This design comes from an exercise in tuning for small area, a short achievable clock period and few clock cycles per item on the open sky130 flow, not from production work. For this run, only the layout was checked, not whether the RTL still works.

[design/flow/design.v]
module psg_core (
    input  wire        clk,
    input  wire        rst,
    input  wire        wr_en,
    input  wire [3:0]  wr_addr,
    input  wire [7:0]  wr_data,
    input  wire        tick,
    output wire [13:0] mix
);
    localparam [1:0] SU = 2'd0, SD = 2'd1, HT = 2'd2, HB = 2'd3;
    reg [7:0] regs [0:13];
    reg [11:0] tone_cnt [0:2];
    reg [2:0]  tone_lvl;
    reg [5:0]  noise_cnt;
    reg [16:0] lfsr;
    reg [15:0] env_cnt;
    reg        env_seg;
    reg [4:0]  env_lvl;
    wire [11:0] tone_per [0:2];
    assign tone_per[0] = ({regs[1][3:0], regs[0]} == 12'd0) ? 12'd1 : {regs[1][3:0], regs[0]};
    assign tone_per[1] = ({regs[3][3:0], regs[2]} == 12'd0) ? 12'd1 : {regs[3][3:0], regs[2]};
    assign tone_per[2] = ({regs[5][3:0], regs[4]} == 12'd0) ? 12'd1 : {regs[5][3:0], regs[4]};
    wire [4:0]  noise_per = (regs[6][4:0] == 5'd0) ? 5'd1 : regs[6][4:0];
    wire [15:0] env_per   = ({regs[12], regs[11]} == 16'd0) ? 16'd1 : {regs[12], regs[11]};
    wire [3:0]  env_shape = regs[13][3:0];
    function [1:0] seg_kind(input [3:0] shape, input seg);
        begin
            case (shape)
                4'd8:    seg_kind = seg ? SD : SD;
                4'd9:    seg_kind = seg ? HB : SD;
                4'd10:   seg_kind = seg ? SU : SD;
                4'd11:   seg_kind = seg ? HT : SD;
                4'd12:   seg_kind = seg ? SU : SU;
                4'd13:   seg_kind = seg ? HT : SU;
                4'd14:   seg_kind = seg ? SD : SU;
                4'd15:   seg_kind = seg ? HB : SU;
                default: seg_kind = seg ? HB : (shape[2] ? SU : SD);
            endcase
        end
    endfunction
    function [4:0] reseed(input [1:0] kind);
        reseed = (kind == SD || kind == HT) ? 5'd31 : 5'd0;
    endfunction
    function [11:0] dac(input [4:0] idx);
        begin
            case (idx)
      5'd0: dac = 12'd0;
      5'd1: dac = 12'd23;
      5'd2: dac = 12'd27;
      5'd3: dac = 12'd33;
      5'd4: dac = 12'd39;
      5'd5: dac = 12'd46;
      5'd6: dac = 12'd55;
      5'd7: dac = 12'd65;
      5'd8: dac = 12'd77;
      5'd9: dac = 12'd92;
      5'd10: dac = 12'd109;
      5'd11: dac = 12'd129;
      5'd12: dac = 12'd154;
      5'd13: dac = 12'd183;
      5'd14: dac = 12'd217;
      5'd15: dac = 12'd258;
      5'd16: dac = 12'd307;
      5'd17: dac = 12'd365;
      5'd18: dac = 12'd434;
      5'd19: dac = 12'd516;
      5'd20: dac = 12'd613;
      5'd21: dac = 12'd728;
      5'd22: dac = 12'd865;
      5'd23: dac = 12'd1029;
      5'd24: dac = 12'd1223;
      5'd25: dac = 12'd1453;
      5'd26: dac = 12'd1727;
      5'd27: dac = 12'd2052;
      5'd28: dac = 12'd2439;
      5'd29: dac = 12'd2899;
      5'd30: dac = 12'd3446;
      default: dac = 12'd4095;
            endcase
        end
    endfunction
    integer i;
    always @(posedge clk) begin
        if (rst) begin
            for (i = 0; i < 14; i = i + 1)
                regs[i] <= 8'd0;
        end else if (wr_en && wr_addr < 4'd14) begin
            regs[wr_addr] <= wr_data;
        end
    end
    always @(posedge clk) begin
        if (rst) begin
            for (i = 0; i < 3; i = i + 1)
                tone_cnt[i] <= 12'd0;
            tone_lvl <= 3'b000;
        end else if (tick) begin
            for (i = 0; i < 3; i = i + 1) begin
                if ({1'b0, tone_cnt[i]} + 13'd1 >= {1'b0, tone_per[i]}) begin
                    tone_cnt[i] <= 12'd0;
                    tone_lvl[i] <= ~tone_lvl[i];
                end else begin
                    tone_cnt[i] <= tone_cnt[i] + 12'd1;
                end
            end
        end
    end
    always @(posedge clk) begin
        if (rst) begin
            noise_cnt <= 6'd0;
            lfsr      <= 17'd1;
        end else if (tick) begin
            if ({1'b0, noise_cnt} + 7'd1 >= {1'b0, noise_per, 1'b0}) begin
                noise_cnt <= 6'd0;
                lfsr      <= {lfsr[0] ^ lfsr[3], lfsr[16:1]};
            end else begin
                noise_cnt <= noise_cnt + 6'd1;
            end
        end
    end
    wire [1:0] cur_kind = seg_kind(env_shape, env_seg);
    always @(posedge clk) begin
        if (rst) begin
            env_cnt <= 16'd0;
            env_seg <= 1'b0;
            env_lvl <= 5'd31;
        end else if (wr_en && wr_addr == 4'd13) begin
            env_cnt <= 16'd0;
            env_seg <= 1'b0;
            env_lvl <= reseed(seg_kind(wr_data[3:0], 1'b0));
        end else if (tick) begin
            if ({1'b0, env_cnt} + 17'd1 >= {1'b0, env_per}) begin
                env_cnt <= 16'd0;
                case (cur_kind)
                    SU: if (env_lvl == 5'd31) begin
                            env_seg <= ~env_seg;
                            env_lvl <= reseed(seg_kind(env_shape, ~env_seg));
                        end else begin
                            env_lvl <= env_lvl + 5'd1;
                        end
                    SD: if (env_lvl == 5'd0) begin
                            env_seg <= ~env_seg;
                            env_lvl <= reseed(seg_kind(env_shape, ~env_seg));
                        end else begin
                            env_lvl <= env_lvl - 5'd1;
                        end
                    default: ;
                endcase
            end else begin
                env_cnt <= env_cnt + 16'd1;
            end
        end
    end
    wire       noise_bit = lfsr[0];
    wire [2:0] t_off = regs[7][2:0];
    wire [2:0] n_off = regs[7][5:3];
    reg  [11:0] chan [0:2];
    reg  [4:0]  idx;
    reg         out_bit;
    always @(*) begin
        for (i = 0; i < 3; i = i + 1) begin
            out_bit = (tone_lvl[i] | t_off[i]) & (noise_bit | n_off[i]);
            idx     = regs[8 + i][4] ? env_lvl : {regs[8 + i][3:0], 1'b1};
            chan[i] = out_bit ? dac(idx) : dac(5'd0);
        end
    end
    assign mix = {2'b00, chan[0]} + {2'b00, chan[1]} + {2'b00, chan[2]};
endmodule
module fir_rom (
    input  wire [7:0]         addr,
    output reg  signed [16:0] hc
);
    always @(*) begin
        case (addr)
      8'd0: hc = 17'sd0;
      8'd1: hc = 17'sd0;
      8'd2: hc = -17'sd1;
      8'd3: hc = -17'sd2;
      8'd4: hc = -17'sd4;
      8'd5: hc = -17'sd6;
      8'd6: hc = -17'sd7;
      8'd7: hc = -17'sd7;
      8'd8: hc = -17'sd6;
      8'd9: hc = -17'sd4;
      8'd10: hc = -17'sd1;
      8'd11: hc = 17'sd3;
      8'd12: hc = 17'sd8;
      8'd13: hc = 17'sd13;
      8'd14: hc = 17'sd17;
      8'd15: hc = 17'sd18;
      8'd16: hc = 17'sd16;
      8'd17: hc = 17'sd11;
      8'd18: hc = 17'sd3;
      8'd19: hc = -17'sd8;
      8'd20: hc = -17'sd20;
      8'd21: hc = -17'sd31;
      8'd22: hc = -17'sd39;
      8'd23: hc = -17'sd42;
      8'd24: hc = -17'sd39;
      8'd25: hc = -17'sd29;
      8'd26: hc = -17'sd12;
      8'd27: hc = 17'sd10;
      8'd28: hc = 17'sd33;
      8'd29: hc = 17'sd55;
      8'd30: hc = 17'sd71;
      8'd31: hc = 17'sd77;
      8'd32: hc = 17'sd71;
      8'd33: hc = 17'sd52;
      8'd34: hc = 17'sd21;
      8'd35: hc = -17'sd19;
      8'd36: hc = -17'sd62;
      8'd37: hc = -17'sd101;
      8'd38: hc = -17'sd129;
      8'd39: hc = -17'sd139;
      8'd40: hc = -17'sd128;
      8'd41: hc = -17'sd94;
      8'd42: hc = -17'sd40;
      8'd43: hc = 17'sd28;
      8'd44: hc = 17'sd100;
      8'd45: hc = 17'sd165;
      8'd46: hc = 17'sd211;
      8'd47: hc = 17'sd228;
      8'd48: hc = 17'sd210;
      8'd49: hc = 17'sd155;
      8'd50: hc = 17'sd67;
      8'd51: hc = -17'sd42;
      8'd52: hc = -17'sd158;
      8'd53: hc = -17'sd262;
      8'd54: hc = -17'sd336;
      8'd55: hc = -17'sd363;
      8'd56: hc = -17'sd334;
      8'd57: hc = -17'sd247;
      8'd58: hc = -17'sd109;
      8'd59: hc = 17'sd63;
      8'd60: hc = 17'sd244;
      8'd61: hc = 17'sd407;
      8'd62: hc = 17'sd522;
      8'd63: hc = 17'sd565;
      8'd64: hc = 17'sd520;
      8'd65: hc = 17'sd385;
      8'd66: hc = 17'sd171;
      8'd67: hc = -17'sd96;
      8'd68: hc = -17'sd379;
      8'd69: hc = -17'sd633;
      8'd70: hc = -17'sd813;
      8'd71: hc = -17'sd880;
      8'd72: hc = -17'sd809;
      8'd73: hc = -17'sd594;
      8'd74: hc = -17'sd252;
      8'd75: hc = 17'sd177;
      8'd76: hc = 17'sd635;
      8'd77: hc = 17'sd1050;
      8'd78: hc = 17'sd1347;
      8'd79: hc = 17'sd1459;
      8'd80: hc = 17'sd1339;
      8'd81: hc = 17'sd968;
      8'd82: hc = 17'sd366;
      8'd83: hc = -17'sd408;
      8'd84: hc = -17'sd1257;
      8'd85: hc = -17'sd2051;
      8'd86: hc = -17'sd2642;
      8'd87: hc = -17'sd2875;
      8'd88: hc = -17'sd2609;
      8'd89: hc = -17'sd1731;
      8'd90: hc = -17'sd171;
      8'd91: hc = 17'sd2086;
      8'd92: hc = 17'sd4996;
      8'd93: hc = 17'sd8458;
      8'd94: hc = 17'sd12318;
      8'd95: hc = 17'sd16388;
      8'd96: hc = 17'sd20458;
      8'd97: hc = 17'sd24318;
      8'd98: hc = 17'sd27780;
      8'd99: hc = 17'sd30690;
      8'd100: hc = 17'sd32947;
      8'd101: hc = 17'sd34507;
      8'd102: hc = 17'sd35385;
      8'd103: hc = 17'sd35651;
      8'd104: hc = 17'sd35418;
      8'd105: hc = 17'sd34827;
      8'd106: hc = 17'sd34033;
      8'd107: hc = 17'sd33184;
      8'd108: hc = 17'sd32410;
      8'd109: hc = 17'sd31808;
      8'd110: hc = 17'sd31437;
      8'd111: hc = 17'sd31317;
      8'd112: hc = 17'sd31429;
      8'd113: hc = 17'sd31726;
      8'd114: hc = 17'sd32141;
      8'd115: hc = 17'sd32599;
      8'd116: hc = 17'sd33028;
      8'd117: hc = 17'sd33370;
      8'd118: hc = 17'sd33585;
      8'd119: hc = 17'sd33656;
      8'd120: hc = 17'sd33589;
      8'd121: hc = 17'sd33409;
      8'd122: hc = 17'sd33155;
      8'd123: hc = 17'sd32872;
      8'd124: hc = 17'sd32605;
      8'd125: hc = 17'sd32391;
      8'd126: hc = 17'sd32256;
      8'd127: hc = 17'sd32211;
      8'd128: hc = 17'sd32254;
      8'd129: hc = 17'sd32369;
      8'd130: hc = 17'sd32532;
      8'd131: hc = 17'sd32713;
      8'd132: hc = 17'sd32885;
      8'd133: hc = 17'sd33023;
      8'd134: hc = 17'sd33110;
      8'd135: hc = 17'sd33139;
      8'd136: hc = 17'sd33112;
      8'd137: hc = 17'sd33038;
      8'd138: hc = 17'sd32934;
      8'd139: hc = 17'sd32818;
      8'd140: hc = 17'sd32709;
      8'd141: hc = 17'sd32621;
      8'd142: hc = 17'sd32566;
      8'd143: hc = 17'sd32548;
      8'd144: hc = 17'sd32565;
      8'd145: hc = 17'sd32611;
      8'd146: hc = 17'sd32676;
      8'd147: hc = 17'sd32748;
      8'd148: hc = 17'sd32816;
      8'd149: hc = 17'sd32870;
      8'd150: hc = 17'sd32904;
      8'd151: hc = 17'sd32915;
      8'd152: hc = 17'sd32905;
      8'd153: hc = 17'sd32877;
      8'd154: hc = 17'sd32838;
      8'd155: hc = 17'sd32795;
      8'd156: hc = 17'sd32755;
      8'd157: hc = 17'sd32724;
      8'd158: hc = 17'sd32705;
      8'd159: hc = 17'sd32699;
      8'd160: hc = 17'sd32705;
      8'd161: hc = 17'sd32721;
      8'd162: hc = 17'sd32743;
      8'd163: hc = 17'sd32766;
      8'd164: hc = 17'sd32788;
      8'd165: hc = 17'sd32805;
      8'd166: hc = 17'sd32815;
      8'd167: hc = 17'sd32818;
      8'd168: hc = 17'sd32815;
      8'd169: hc = 17'sd32807;
      8'd170: hc = 17'sd32796;
      8'd171: hc = 17'sd32784;
      8'd172: hc = 17'sd32773;
      8'd173: hc = 17'sd32765;
      8'd174: hc = 17'sd32760;
      8'd175: hc = 17'sd32758;
      8'd176: hc = 17'sd32759;
      8'd177: hc = 17'sd32763;
      8'd178: hc = 17'sd32768;
      8'd179: hc = 17'sd32773;
      8'd180: hc = 17'sd32777;
      8'd181: hc = 17'sd32780;
      8'd182: hc = 17'sd32782;
      8'd183: hc = 17'sd32783;
      8'd184: hc = 17'sd32783;
      8'd185: hc = 17'sd32782;
      8'd186: hc = 17'sd32780;
      8'd187: hc = 17'sd32778;
      8'd188: hc = 17'sd32777;
      8'd189: hc = 17'sd32776;
      8'd190: hc = 17'sd32776;
      8'd191: hc = 17'sd32776;
      default: hc = 17'sd32776;
        endcase
    end
endmodule
module psg_fir (
    input  wire               clk,
    input  wire               rst,
    input  wire [15:0]        step,
    input  wire               wr_en,
    input  wire [3:0]         wr_addr,
    input  wire [7:0]         wr_data,
    input  wire               pull,
    output reg                ready,
    output reg                sample_valid,
    output reg  signed [15:0] sample
);
    localparam P   = 3;             
    localparam G   = 24 / P;        
    localparam LMW = (G > 8) ? 4 : (G > 4) ? 3 : (G > 2) ? 2 : 1;
    localparam CAP = 4;             
    localparam CW  = (CAP > 3) ? 3 : 2;
    localparam VW  = 31;            
    integer i;
    reg        rst_q;
    reg        wr_q;
    reg [3:0]  wa_q;
    reg [7:0]  wd_q;
    reg        pull_q;
    reg [15:0] step_q;
    reg [17:0] step3;
    wire in_wr   = wr_en & ready & ~rst;
    wire in_pull = pull & ready & ~rst;
    always @(posedge clk) begin
        rst_q  <= rst;
        wa_q   <= wr_addr;
        wd_q   <= wr_data;
        wr_q   <= in_wr;
        pull_q <= in_pull;
        step_q <= step;
        step3  <= {2'b00, step_q} + {1'b0, step_q, 1'b0};
    end
    reg [LMW:0] clr_cnt;
    wire        clr = (clr_cnt != 0);
    reg [15:0] ph;
    reg        gh, gv, bv;
    reg [7:0]  gm, bm;
    wire [16:0] s1 = {1'b0, ph} + {1'b0, step_q};
    wire [17:0] s2 = {2'b00, ph} + {1'b0, step_q, 1'b0};
    wire [17:0] s3 = {2'b00, ph} + step3;
    wire [18:0] s4 = {3'b000, ph} + {1'b0, step_q, 2'b00};
    wire [3:0]  kq = {s4[18:16] != {1'b0, s3[17:16]},
                      s3[17:16] != s2[17:16],
                      s2[17:16] != {1'b0, s1[16]},
                      s1[16]};
    reg  [7:0] cur;
    reg        act, pend;
    reg  [2:0] occ;           
    wire       start = (pull_q | pend) & bv & ~wr_q;
    wire [7:0] wm    = start ? bm : cur;
    wire       slot  = start | act;
    wire       room  = (occ < CAP);
    wire       do_slot = slot & room;
    wire       tick  = do_slot & (wm != 8'd0);
    wire [7:0] wrest = wm & (wm - 8'd1);
    wire       last  = (wrest == 8'd0);
    reg  [2:0] tpos;
    always @(*) begin
        tpos = 3'd0;
        for (i = 7; i >= 0; i = i - 1)
            if (wm[i]) tpos = i[2:0];
    end
    function [3:0] pc8(input [7:0] v);
        pc8 = v[0] + v[1] + v[2] + v[3] + v[4] + v[5] + v[6] + v[7];
    endfunction
    wire [3:0] pcw  = pc8(wm);
    wire       consume = start;
    wire       nm_keep = bv & ~consume;
    wire [7:0] nm   = nm_keep ? bm : gm;
    wire       nm_v = nm_keep | gv;
    wire [1:0] rem  = slot ? ((pcw <= 4'd1) ? 2'd1 : (pcw == 4'd2) ? 2'd2 : 2'd3)
                           : ((pull_q | pend) ? 2'd3 : 2'd0);
    wire ok_now  = (rem == 2'd0) | ((rem == 2'd1) & (occ < CAP)) |
                   ((rem == 2'd2) & (occ <= CAP - 2));
    wire ok_pull = (rem <= 2'd1) & ({1'b0, occ} + rem < CAP) & nm_v & (pc8(nm) <= 4'd1);
    wire [13:0] mix;
    psg_core u_core (
        .clk     (clk),
        .rst     (rst_q),
        .wr_en   (wr_q),
        .wr_addr (wa_q),
        .wr_data (wd_q),
        .tick    (tick),
        .mix     (mix)
    );
    reg        va, ka, la;
    reg  [2:0] ta;
    reg        vb, kb, lb;
    reg  [2:0] tb;
    reg [13:0] mb;
    reg [13:0] lev_p;
    wire       chg  = kb & (mb != lev_p);
    wire       push = vb & (chg | lb);
    wire       drop = vb & ~push;
    reg [13:0] q_mix [0:CAP-1];
    reg [2:0]  q_t   [0:CAP-1];
    reg        q_dv  [0:CAP-1];
    reg        q_end [0:CAP-1];
    reg [CW-1:0] wp, rp;
    reg [CW:0]   qn;
    wire         pop;
    reg [LMW-1:0] lm;
    reg [LMW:0]   grp;
    reg           pend_end;
    reg signed [14:0] dg;
    reg [2:0]     tg;
    reg [13:0]    lev_e;
    wire        e_dv  = q_dv[rp];
    wire        e_end = q_end[rp];
    wire [13:0] e_mix = q_mix[rp];
    wire        aligned = (lm == 0);
    wire        busy_g  = (grp != 0);
    wire        can   = ~busy_g & aligned & ~pend_end & (qn != 0);
    assign      pop   = can;
    wire        start_g = can & e_dv;
    wire        iss_p = busy_g | start_g;
    wire        iss_e = ~busy_g & aligned & (pend_end | (can & ~e_dv & e_end));
    wire signed [14:0] dnew = $signed({1'b0, e_mix}) - $signed({1'b0, lev_e});
    reg           pv1, ev1;
    reg [LMW-1:0] lm1;
    reg [2:0]     t1;
    reg signed [14:0] d1;
    reg [13:0]    l1;
    reg           pv2, ev2;
    reg signed [14:0] d2;
    reg [28:0]    base2;
    reg           ev3;
    reg [28:0]    base3;
    reg signed [VW-1:0] p3 [0:P-1];
    reg signed [16:0]   c2 [0:P-1];
    always @(posedge clk) begin
        if (rst)
            ready <= 1'b0;
        else
            ready <= ~rst_q & (clr_cnt <= 1) & ~(in_pull & in_wr) &
                     (in_pull ? ok_pull : ok_now);
        if (rst_q) begin
            clr_cnt <= G;
            ph <= 16'd0; gh <= 1'b0; gv <= 1'b0; bv <= 1'b0;
            cur <= 8'd0; act <= 1'b0; pend <= 1'b0; occ <= 3'd0;
            va <= 1'b0; vb <= 1'b0;
            lev_p <= 14'd0;
            wp <= 0; rp <= 0; qn <= 0;
            lm <= 0; grp <= 0; pend_end <= 1'b0; lev_e <= 14'd0;
            pv1 <= 1'b0; ev1 <= 1'b0; pv2 <= 1'b0; ev2 <= 1'b0; ev3 <= 1'b0;
        end else begin
            if (clr) clr_cnt <= clr_cnt - 1'b1;
            if (!clr) begin
                if (!gv) begin
                    if (!gh) gm[3:0] <= kq; else gm[7:4] <= kq;
                    ph <= s4[15:0];
                    gh <= ~gh;
                    if (gh) gv <= 1'b1;
                end
                if (gv && (!bv || consume)) begin
                    bm <= gm; bv <= 1'b1; gv <= 1'b0;
                end else if (consume) begin
                    bv <= 1'b0;
                end
            end
            pend <= (pull_q | pend) & ~start;
            if (do_slot) begin
                cur <= wrest;
                act <= ~last;
            end else if (start) begin
                cur <= bm;
                act <= 1'b1;
            end
            occ <= occ + do_slot - pop - drop;
            va <= do_slot; ka <= tick; la <= last; ta <= tpos;
            vb <= va; kb <= ka; lb <= la; tb <= ta; mb <= mix;
            if (vb & kb) lev_p <= mb;
            if (push) begin
                q_mix[wp] <= mb; q_t[wp] <= tb; q_dv[wp] <= chg; q_end[wp] <= lb;
                wp <= (wp == CAP - 1) ? 0 : wp + 1'b1;
            end
            if (pop) rp <= (rp == CAP - 1) ? 0 : rp + 1'b1;
            qn <= qn + push - pop;
            if (busy_g) grp <= grp - 1'b1;
            if (start_g) begin
                grp <= G - 1;
                dg <= dnew; tg <= q_t[rp];
                lev_e <= e_mix;
                pend_end <= e_end;
            end else if (iss_e) begin
                pend_end <= 1'b0;
            end
            lm <= (iss_e || lm == G - 1) ? 0 : lm + 1'b1;
            pv1 <= iss_p; ev1 <= iss_e; lm1 <= lm;
            t1 <= start_g ? q_t[rp] : tg;
            d1 <= start_g ? dnew : dg;
            l1 <= lev_e;
            pv2 <= pv1; ev2 <= ev1; d2 <= d1;
            base2 <= {l1, 15'd0} + {12'd0, l1, 3'd0};    
            ev3 <= ev2; base3 <= base2;
        end
    end
    wire signed [VW-1:0] head [0:P-1];
    wire signed [VW-1:0] res  [0:P-1];
    genvar k;
    generate
        for (k = 0; k < P; k = k + 1) begin : bank
            reg signed [VW-1:0] s [0:G-1];
            wire signed [16:0] c;
            fir_rom u_rom (
                .addr (8 * (k * G + lm1) + 7 - t1),
                .hc   (c)
            );
            assign head[k] = s[G-1];
            assign res[k]  = s[G-1] + p3[k];
            always @(posedge clk) begin
                c2[k] <= c;
                if (pv2) p3[k] <= d2 * c2[k];
                else     p3[k] <= {VW{1'b0}};
                for (i = 1; i < G; i = i + 1)
                    s[i] <= s[i-1];
                if (clr)
                    s[0] <= {VW{1'b0}};
                else if (ev3)
                    s[0] <= (k == P - 1) ? {2'b00, base3} : res[(k + 1) % P];
                else
                    s[0] <= res[k];
            end
        end
    endgenerate
    wire signed [VW-1:0] v0 = head[0];
    always @(posedge clk) begin
        if (rst | rst_q) begin
            sample_valid <= 1'b0;
        end else begin
            sample_valid <= ev3;
            if (ev3)
                sample <= (v0[30:29] == 2'b01) ? 16'sh7fff :
                          (v0[30:29] == 2'b10) ? 16'sh8000 : v0[29:14];
        end
    end
endmodule
[design/flow/run.sh]
#!/bin/bash
# synth_recipe.tcl (not shown) runs the flow's synth.tcl, then flattens the netlist and writes it again
# the make line also repeats each setting of config.mk as NAME=value (left out here)
make -C /OpenROAD-flow-scripts/flow DESIGN_CONFIG=/design/flow/config.mk WORK_HOME=/design/flow/orfs CLKGATE_MAP_FILE= SYNTH_SCRIPT=/design/flow/synth_recipe.tcl finish
[design/flow/constraint.sdc]
create_clock -name core_clock -period 12.0 [get_ports {clk}]
set_input_delay 2.4000 -clock core_clock [delete_from_list [all_inputs] [get_ports {clk}]]
set_output_delay 2.4000 -clock core_clock [all_outputs]
set_load 0.01 [all_outputs]
[design/flow/config.mk]
export PLATFORM = sky130hd
export DESIGN_NAME = psg_fir
export DESIGN_NICKNAME = psg_fir
export VERILOG_FILES = /design/flow/design.v
export SDC_FILE = /design/flow/constraint.sdc
export NUM_CORES = 4
export LEC_CHECK = 0
export CAP_MARGIN = 20
export CORE_MARGIN = 2
export CORE_UTILIZATION = 40
export SLEW_MARGIN = 20
export SYNTH_MEMORY_MAX_BITS = 8192
==> results.ini <==
[floorplanning]
start_util_pct=40.22
die_area_um2=211900
fp.dieW_um=460.3
ioPinCount=50
core_area_um2=207100
die_y_um=460.3
rows=167

[finish]
design_area_um2=91310
fin_cells=11100
num-nets-final=9548
fillers=19600
register_area_um2=31720
drive_above_1_share_pct=4.899
area_delta_synth_final_pct=9.631
multiInputGateArea_um2=46390

[sta]
finalSetupTns_ns=0
final-setup-viol-count=0
max_slew.worst_pin.slew_ns=1.114
maxSlewViolCount=0
relSlewSlack_pct=25.71
fmax_ghz=0.1448
finalCritPeriodShare_pct=57.54
grt_setup_unrepaired=no
period_minus_slack_ns=6.904
setup_ws_ns=5.096
clock-skew-final_ns=0.03429
hold_viol=0

[detailed_routing]
antenna_left=0
first_iter_violations=3868
wire_per_inst_um=17.67
drc=0
routed_wl_mm=196.1
viasPerCell=5.057
drt-pass1-iter-count=6
vias=56120

[place]
dp_hpwl_mm=146.5
placed_cell_area_um2=86440
place_inst=10830
pre_cts_slack_ns=5.109
portBuffers=49
gp_congestion=0.9064

[hold_path]
worstHoldStart=bank[0].s[3][21]$_DFF_P_
min-delay-path-class=register to register

[clocking]
clk_pin_slew_ns=0.07
cts_buffers=146
cts_setup_buffers=0
clk_path_buf_depth=3
clockRootBuffer=clkbuf_16
cts_tree=yes
cts_resized=0
clock_latency_ns=0.78
clock-sinks=1426
cts_hold_buffers=0
h-tree-depth=4

[grt]
grtUsageTotal_pct=18.62
grt-ovfl-total=0
antenna_found_initial=5
grt_pass1_wl_mm=313.6
grt_max_degree=85
first_global_vias=57320

[job]
max_cap_viol_count=0

[synthesis]
synth_common_cells=dfxtp_1 (1110), inv_1 (1033), nand2_1 (879), fa_1 (748), ha_1 (581)
yosys.cell_types.count=99
synth.top_cell.area_share_pct=26.68
synth.avg_cell_area_um2=10.07
synthAdderAreaFrac_pct=26.71
syn_nets=9629
synth_area_leaders=dfxtp_1 (27%), fa_1 (18%), edfxtp_1 (11%)
ys_ff_latch=1426
ys_async_sr_fraction_pct=0
yosys.area_share.simple_pct=13.61
synthCells=8268
yosysWarnings=13
synth_flop_cell=dfxtp_1
synth_most_common_cell=dfxtp_1
synth_edf_count=316
synth_seq_area_share_pct=38.07
synth_xor_area_share_pct=3.439
syn_area_um2=83290
yosys.area.top_type=dfxtp_1
synth-compound-area-share_pct=9.625
synth_mux_area_share_pct=2.273
synth_top_family_by_area=adder cells

[worst_setup_path]
crit_fanout=51
max_stage_delay_ns=0.82
cp.arrival_ns=7.60
cp_data_required_time_ns=12.69
start_kind=register
crit_slowest_cell=fa_1
worstPathCellList=buf_4 > nand2_1 > inv_1 > fa_1 > fa_1 > inv_1 > fa_1 > fa_1 > fa_1 > fa_1 > inv_1 > ha_1 > a21o_1 > a21oi_1 > nor2b_1 > o21a_1 > a2111o_1 > nand2_1 > a21boi_0 > o21a_1 > o21ai_0 > nor3b_1
cpMostUsedCell=fa_1
end_kind=register
r2r_start=d2[0]$_DFFE_PN_
setup.worst_path.class=register to register
startpoint=d2[0]$_DFFE_PN_

[outcome]
outcome=complete, no violations

## area by class of cell
type / instances / area share, %
Inverter: 1035 / 4.262
Tap cell: 2788 / 3.820
Sequential cell: 1426 / 34.74
Antenna cell: 2 / 0.005481
Clock buffer: 205 / 4.630
Timing Repair Buffer: 110 / 1.047
Multi-Input combinational cell: 5468 / 50.80
Clock inverter: 63 / 0.6947
## through the flow
stage / util (%) / hold slack, ns
2_1_floorplan: - / 0.3096
3_3_place_gp: 41.74 / 0.3097
3_5_place_dp: 41.74 / 0.3121
4_1_cts: 44.09 / 0.3169
5_1_grt: 44.09 / 0.3220
6_report: 44.10 / 0.3152
## critical path, delay by kind of cell (launching register included)
family | cells | cell delay (ns)
flops | 1 | 0.32
compound gates | 7 | 1.30
buf+inv | 4 | 0.82
fa+ha+maj | 7 | 3.72
simple gates | 4 | 0.59
## per-layer routing
metal | GRT usage, % | vias to the layer above | part of all wire, %
met2 | 31.71 | 1262 | 48
met3 | 2.736 | 340 | 4.4
met1 | 24.08 | 27570 | 44
li1 | - | 26950 | -
met4 | 6.397 | 0 | 3.3
met5 | 0 | - | 0
## cell usage in the layout, fill, tap and decap left out, drive strengths merged, types with 102 or more instances in the layout
master,count
nand2,880
clkbuf,205
o21ai,284
mux2i,110
ha,581
edfxtp,316
xor2,102
a21oi,402
a21o,103
and2,373
nor3,132
xnor2,225
inv,1047
nor2,516
fa,748
dfxtp,1110
nand3,110
## final timing paths
path	to	slack [ns]	cells after the start
hold reg to reg	bank[0].s[4][21]$_DFF_P_	0.32	0
setup / recovery	p3[0][29]$_SDFF_PN0_	5.10	22
setup reg to reg	p3[0][29]$_SDFF_PN0_	5.10	22
hold / removal	bank[0].s[4][21]$_DFF_P_	0.32	0
## registers in the layout, summed over array words and instances (netlist names), 17 cells and up, named ones only
name / cells
bank.s: 744
p3: 93
u_core.regs: 82
q_mix: 56
c2: 51
u_core.tone_cnt: 36
base2: 26
base3: 26
u_core.lfsr: 17
## kinds of logic (layout without fill, tap and decap cells)
| logic type | count (synthesis) | count (layout) |
|---|---|---|
| AO/OA/AOI/OAI | 1259 | 1259 |
| XOR/XNOR | 327 | 327 |
| adder cells (fa/ha/maj) | 1329 | 1329 |
| buffers and inverters | 1374 | 1413 |
| flip-flops | 1426 | 1426 |
| multiplexers | 155 | 155 |
| other | 0 | 2 |
| AND/OR/NAND/NOR | 2398 | 2398 |

port drivers added, routing unchanged:
How much do the figures lean on ideal ports? The routed layout below was timed once more, with nothing changed but the port constraints.
Step 1, drivers: a clkbuf_16 drives clk and a buf_2 each remaining input, both assumed.
Step 2 moves the port delays by t, midway between the first and last clock arrival at a register: inputs arrive t later, outputs are due t later. That takes back most of the time a late clock gives input paths.
Three values: ideal, step 1, step 2; two values: the first two.
t (ns): 0.844
slack for setup (ns): 5.096 / 5.096 / 5.096
clock arrival spread, ns: 0.039 / 0.040
slew at the worst register clock pin (ns): 0.07 / 0.07
After both steps setup and hold are still met in this run. For this run, drivers alone change the setup slack by 0.000 ns; drivers and shift together by 0.000 ns.
